What follows belongs to an exercise in optimizing a design on an open flow for small area; a production flow would make more cautious choices. At most, simulation tests tie the RTL to the original design; equivalence was not proved. Power and IR drop assume default switching activity.

Setup of the previous run:
==> module pc_bk_add, before the edit <==
module pc_bk_add #(parameter N = 32) (
    input  wire [N-1:0] a,
    input  wire [N-1:0] b,
    input  wire         cin,
    output wire [N-1:0] s,
    output wire         cout
);
    localparam integer TOPD = 1 << ($clog2(N) - 1);
    reg [N-1:0] g, p;
    reg [N:0]   c;
    integer i, d;
    always @(*) begin
        g = a & b;
        p = a ^ b;
        g[0] = g[0] | (p[0] & cin);
        for (d = 1; d < N; d = d * 2)
            for (i = 2 * d - 1; i < N; i = i + 2 * d) begin
                g[i] = g[i] | (p[i] & g[i-d]);
                p[i] = p[i] & p[i-d];
            end
        for (d = TOPD; d >= 1; d = d / 2)
            for (i = 3 * d - 1; i < N; i = i + 2 * d) begin
                g[i] = g[i] | (p[i] & g[i-d]);
                p[i] = p[i] & p[i-d];
            end
        c[0] = cin;
        for (i = 0; i < N; i = i + 1)
            c[i+1] = g[i];
    end
    assign s    = a ^ b ^ c[N-1:0];
    assign cout = c[N];
endmodule
==> flow/config.mk <==
export PLATFORM = sky130hd
export DESIGN_NAME = pipe_core
export DESIGN_NICKNAME = pipe_core
export VERILOG_FILES = /design/flow/design.v
export SDC_FILE = /design/flow/constraint.sdc
export NUM_CORES = 4
export LEC_CHECK = 0
export CAP_MARGIN = 20
export CORE_MARGIN = 2
export CORE_UTILIZATION = 40
export SLEW_MARGIN = 20
==> flow/constraint.sdc <==
create_clock -name core_clock -period 5.5 [get_ports {clk}]
set_input_delay 1.1000 -clock core_clock [delete_from_list [all_inputs] [get_ports {clk}]]
set_output_delay 1.1000 -clock core_clock [all_outputs]
set_load 0.01 [all_outputs]
standard.sh (not shown) runs the stock make flow with config.mk's settings and CLKGATE_MAP_FILE= SYNTH_SCRIPT=/design/flow/synth_recipe.tcl, a recipe that flattens the netlist after the stock synthesis.
==> flow/flow/run.sh <==
#!/bin/bash
set -euo pipefail
bash standard.sh \
  "BUFFER_PORTS_ARGS=-buffer_cell sky130_fd_sc_hd__buf_1" \
  "CTS_ARGS=-sink_clustering_enable -repair_clock_nets -buf_list sky130_fd_sc_hd__clkbuf_8 -sink_clustering_size 12 -sink_clustering_max_diameter 60 -dont_use_dummy_load" \
  finish > standard.log 2>&1
Input changes introduced in the current run (baseline for comparison: the previous run):
--- a/flow/design.v
+++ b/flow/design.v
@@ -143,5 +143,5 @@
     output wire         cout
 );
-    localparam integer TOPD = 1 << ($clog2(N) - 1);
+    localparam integer TOPD = (N > 32) ? 32 : (N > 16) ? 16 : (N > 8) ? 8 : (N > 4) ? 4 : (N > 2) ? 2 : 1;
     reg [N-1:0] g, p;
     reg [N:0]   c;
[summary]
From the current run to the previous run, critical path depth did not move at all.
Sequential cell area share came out exactly the same in the current run and the previous run.
As far as initial cell density of the core goes, the current run and the previous run are indistinguishable; the numbers are identical.
Taking the previous run as the reference, in the current run leakage power summed over all cells roughly the same; clock power roughly the same; final net count roughly the same; fraction of the mapped netlist area in adder cells roughly the same.
Via count of the first global-routing pass: the previous run vs the current run identical
Reported for the current run and the previous run, total of clock buffers placed in the layout turned out identical to the last digit.
The previous run -> the current run: number of filler cells placed in the layout flat
The total of endpoints with negative setup slack in the final report was comparable across the current run and the previous run.
The required time at the endpoint of the critical path of the previous run and that of the current run are within noise of each other.
Function not checked in the previous run: the RTL went through the layout flow alone.

---

pipe_core, a different RTL version from the one above (not shown whole).
Size: roughly 1400 cells after synthesis, about 440 I/O pins.
==> module pipe_core, before the edit <==
module pipe_core (
    input  wire        clk,
    input  wire        rst,
    output wire [31:0] imem_addr,
    input  wire [31:0] imem_rdata,
    output wire [4:0]  rf_raddr1,
    output wire [4:0]  rf_raddr2,
    input  wire [31:0] rf_rdata1,
    input  wire [31:0] rf_rdata2,
    output wire        rf_we,
    output wire [4:0]  rf_waddr,
    output wire [31:0] rf_wdata,
    output wire [31:0] dmem_addr,
    output wire        dmem_re,
    output wire        dmem_we,
    output wire [31:0] dmem_wdata,
    input  wire [31:0] dmem_rdata,
    output wire [31:0] pc,
    output wire [31:0] ifid_instr,
    output wire [31:0] idex_instr,
    output wire [31:0] exmem_instr,
    output wire [31:0] memwb_instr
);
    reg [31:2] pc_q;         
    reg [31:0] ifid_q;
    reg [31:0] idex_q;
    reg [31:0] exmem_q;
    reg [31:0] memwb_q;
    reg [31:0] ex_a_q;       
    reg [31:0] ex_b_q;       
    reg [31:0] mem_alu_q;    
    reg [31:0] mem_wd_q;     
    reg [31:0] wb_q;         
    wire [5:0] d_op = ifid_q[31:26];
    wire [4:0] d_rs = ifid_q[25:21];
    wire [4:0] d_rt = ifid_q[20:16];
    wire [5:0] e_op = idex_q[31:26];
    wire       e_rtype = (e_op == 6'h00);
    wire       e_lw    = (e_op == 6'h23);
    wire       e_wr    = e_rtype | e_lw;
    wire [4:0] e_dst   = e_op[0] ? idex_q[20:16] : idex_q[15:11];
    wire [5:0] m_op = exmem_q[31:26];
    wire       m_lw = (m_op == 6'h23);
    wire       m_sw = (m_op == 6'h2B);
    wire       m_wr = (m_op == 6'h00) | m_lw;
    wire [4:0] m_dst = m_op[0] ? exmem_q[20:16] : exmem_q[15:11];
    wire [5:0] w_op = memwb_q[31:26];
    wire       w_wr = (w_op == 6'h00) | (w_op == 6'h23);
    wire [4:0] w_dst = w_op[0] ? memwb_q[20:16] : memwb_q[15:11];
    wire [31:0] e_res;
    pc_alu u_alu (.instr(idex_q), .a(ex_a_q), .b(ex_b_q), .res(e_res));
    wire [31:0] m_wb;
    pc_mux2 u_wb (.s(m_lw), .a1(dmem_rdata), .a0(mem_alu_q), .y(m_wb));
    wire [4:0] f_rs = imem_rdata[25:21];
    wire [4:0] f_rt = imem_rdata[20:16];
    wire [5:0] d_opx = ifid_q[31:26];
    wire       d_wr  = (d_opx == 6'h00) | (d_opx == 6'h23);
    wire [4:0] d_dst = d_opx[0] ? ifid_q[20:16] : ifid_q[15:11];
    reg m_hit_rs, m_hit_rt, e_hit_rs, e_hit_rt;
    always @(posedge clk) begin
        if (rst) begin
            m_hit_rs <= 1'b0;
            m_hit_rt <= 1'b0;
            e_hit_rs <= 1'b0;
            e_hit_rt <= 1'b0;
        end else begin
            m_hit_rs <= e_wr & (e_dst == f_rs) & (|f_rs);
            m_hit_rt <= e_wr & (e_dst == f_rt) & (|f_rt);
            e_hit_rs <= d_wr & (d_dst == f_rs) & (|f_rs);
            e_hit_rt <= d_wr & (d_dst == f_rt) & (|f_rt);
        end
    end
    wire        d_equal;
    wire [31:0] d_xn, d_yn;      
    pc_equnit u_eq (.hs(m_hit_rs), .ht(m_hit_rt), .a(rf_rdata1), .b(rf_rdata2), .c(mem_alu_q),
                    .equal(d_equal), .xn(d_xn), .yn(d_yn));
    wire a_se  = e_hit_rs;
    wire a_sl  = ~e_hit_rs & m_hit_rs & m_lw;
    wire a_sqn = e_hit_rs | (m_hit_rs & m_lw);
    wire b_se  = e_hit_rt;
    wire b_sl  = ~e_hit_rt & m_hit_rt & m_lw;
    wire b_sqn = e_hit_rt | (m_hit_rt & m_lw);
    wire [31:0] d_fa, d_fb;
    pc_fwd u_fa (.se(a_se), .sl(a_sl), .sqn(a_sqn), .e(e_res), .d(dmem_rdata), .qn(d_xn), .y(d_fa));
    pc_fwd u_fb (.se(b_se), .sl(b_sl), .sqn(b_sqn), .e(e_res), .d(dmem_rdata), .qn(d_yn), .y(d_fb));
    wire        d_beq   = (d_op == 6'h04);
    wire        d_j     = (d_op == 6'h02);
    wire        d_taken = d_beq & d_equal;
    wire [31:2] d_next;
    pc_next u_next (.pc(pc_q), .instr(ifid_q[25:0]), .taken(d_taken), .jump(d_j), .next(d_next));
    assign imem_addr   = {pc_q, 2'b00};
    assign pc          = {pc_q, 2'b00};
    assign rf_raddr1   = d_rs;
    assign rf_raddr2   = d_rt;
    assign rf_we       = w_wr;
    assign rf_waddr    = w_dst;
    assign rf_wdata    = wb_q;
    assign dmem_addr   = mem_alu_q;
    assign dmem_re     = m_lw;
    assign dmem_we     = m_sw;
    assign dmem_wdata  = mem_wd_q;
    assign ifid_instr  = ifid_q;
    assign idex_instr  = idex_q;
    assign exmem_instr = exmem_q;
    assign memwb_instr = memwb_q;
    always @(posedge clk) begin
        if (rst) begin
            pc_q    <= 30'd0;
            ifid_q  <= 32'd0;
            idex_q  <= 32'd0;
            exmem_q <= 32'd0;
            memwb_q <= 32'd0;
        end else begin
            pc_q    <= d_next;
            ifid_q  <= imem_rdata;
            idex_q  <= ifid_q;
            exmem_q <= idex_q;
            memwb_q <= exmem_q;
        end
    end
    always @(posedge clk) begin
        ex_a_q    <= d_fa;
        ex_b_q    <= d_fb;
        mem_alu_q <= e_res;
        mem_wd_q  <= ex_b_q;
        wb_q      <= m_wb;
    end
endmodule
clock: 5.5 ns
lec_check: 0
cap_margin: 20
core_margin: 2
core_utilization: 60
slew_margin: 20
synth_hierarchical: 1
==> flow/flow/run.sh <==
#!/bin/bash
set -euo pipefail
here=$(cd "$(dirname "$0")" && pwd)
bash standard.sh \
  "BUFFER_PORTS_ARGS=-buffer_cell sky130_fd_sc_hd__buf_1" \
  "PRE_FLOORPLAN_TCL=$here/downsize.tcl" \
  "CTS_ARGS=-sink_clustering_enable -repair_clock_nets -buf_list sky130_fd_sc_hd__clkbuf_8 -sink_clustering_size 16 -sink_clustering_max_diameter 70 -dont_use_dummy_load" \
  finish > standard.log 2>&1
==> flow/flow/downsize.tcl <==
# Before floorplanning: put every logic cell that synthesis sized up back to
# its smallest drive strength of the same function; repair_design and
# repair_timing later size up only the cells that timing needs. Registers,
# buffers and clock cells are left as they are.
set db [ord::get_db]
set n 0
foreach inst [[ord::get_db_block] getInsts] {
  set m [[$inst getMaster] getName]
  if {![regexp {^(sky130_fd_sc_hd__[a-z0-9]+)_([0-9]+)$} $m -> base sz]} { continue }
  if {$sz eq "0" || $sz eq "1"} { continue }
  if {[regexp {df|dl|buf|clk|conb|tap|fill|decap|diode} $base]} { continue }
  foreach k {1 0} {
    set nm [$db findMaster ${base}_$k]
    if {$nm ne "NULL"} {
      $inst swapMaster $nm
      incr n
      break
    }
  }
}
puts "downsize.tcl: $n cells set to their smallest drive strength"
Rerun with:
--- a/flow/design.v
+++ b/flow/design.v
@@ -48,31 +48,18 @@
     wire       w_wr = (w_op == 6'h00) | (w_op == 6'h23);
     wire [4:0] w_dst = w_op[0] ? memwb_q[20:16] : memwb_q[15:11];
     wire [31:0] e_res;
     pc_alu u_alu (.instr(idex_q), .a(ex_a_q), .b(ex_b_q), .res(e_res));
     wire [31:0] m_wb;
     pc_mux2 u_wb (.s(m_lw), .a1(dmem_rdata), .a0(mem_alu_q), .y(m_wb));
-    wire [4:0] f_rs = imem_rdata[25:21];
-    wire [4:0] f_rt = imem_rdata[20:16];
-    wire [5:0] d_opx = ifid_q[31:26];
-    wire       d_wr  = (d_opx == 6'h00) | (d_opx == 6'h23);
-    wire [4:0] d_dst = d_opx[0] ? ifid_q[20:16] : ifid_q[15:11];
-    reg m_hit_rs, m_hit_rt, e_hit_rs, e_hit_rt;
-    always @(posedge clk) begin
-        if (rst) begin
-            m_hit_rs <= 1'b0;
-            m_hit_rt <= 1'b0;
-            e_hit_rs <= 1'b0;
-            e_hit_rt <= 1'b0;
-        end else begin
-            m_hit_rs <= e_wr & (e_dst == f_rs) & (|f_rs);
-            m_hit_rt <= e_wr & (e_dst == f_rt) & (|f_rt);
-            e_hit_rs <= d_wr & (d_dst == f_rs) & (|f_rs);
-            e_hit_rt <= d_wr & (d_dst == f_rt) & (|f_rt);
-        end
-    end
+    wire d_rs_nz = |d_rs;
+    wire d_rt_nz = |d_rt;
+    wire m_hit_rs = m_wr & (m_dst == d_rs) & d_rs_nz;
+    wire m_hit_rt = m_wr & (m_dst == d_rt) & d_rt_nz;
+    wire e_hit_rs = e_wr & (e_dst == d_rs) & d_rs_nz;
+    wire e_hit_rt = e_wr & (e_dst == d_rt) & d_rt_nz;
     wire        d_equal;
     wire [31:0] d_xn, d_yn;      
     pc_equnit u_eq (.hs(m_hit_rs), .ht(m_hit_rt), .a(rf_rdata1), .b(rf_rdata2), .c(mem_alu_q),
                     .equal(d_equal), .xn(d_xn), .yn(d_yn));
     wire a_se  = e_hit_rs;
     wire a_sl  = ~e_hit_rs & m_hit_rs & m_lw;
Effect: Final cell count went up slightly. Wire length went up by a few percent. Synthesized cell count stays flat. Setup slack got worse by 380 ps. Die area went down slightly. Total power went up by about a fifth. Cell area went up slightly. Worst hold slack improved by 3.4 ps. Global-route usage went up by 1.2 points.
For the second run of this note, only the layout was checked, not whether the RTL still works.

afterwards: timing with drivers on the ports:
The results above use ideal ports. As a check the final layouts listed here were re-extracted and re-timed, cells and wires unchanged.
Step 1: set_driving_cell puts a clkbuf_16 on clk and a buf_2 on each other input, an assumption about the parent block.
Step 2 also shifts input and output timing later by t, the mid clock arrival at the registers, as if the neighbouring blocks saw the same clock.
a / b / c = no drivers / after step 1 / after step 2; a / b = the first two.
run | t (ns) | setup WS [ns] | hold WS [ns] | clock arrival spread, ns | worst slew at a driven data input, ns
the previous run | 0.633 | 0.934 / 0.934 / 0.934 | 0.388 / 0.388 / 0.388 | 0.063 / 0.063 | 0.10
the current run | 0.633 | 0.934 / 0.934 / 0.934 | 0.388 / 0.388 / 0.388 | 0.063 / 0.063 | 0.10
the first run of note 2 | 0.601 | 0.816 / 0.816 / 0.816 | 0.362 / 0.362 / 0.362 | 0.040 / 0.039 | 0.06
the second run of note 2 | 0.594 | 0.435 / 0.434 / 0.434 | 0.366 / 0.366 / 0.366 | 0.064 / 0.064 | 0.07
After both steps setup and hold are still met in every run listed. The setup slack of the second run of note 2, which loses most, moves by -0.001 ns with the drivers and by -0.001 ns with both steps.
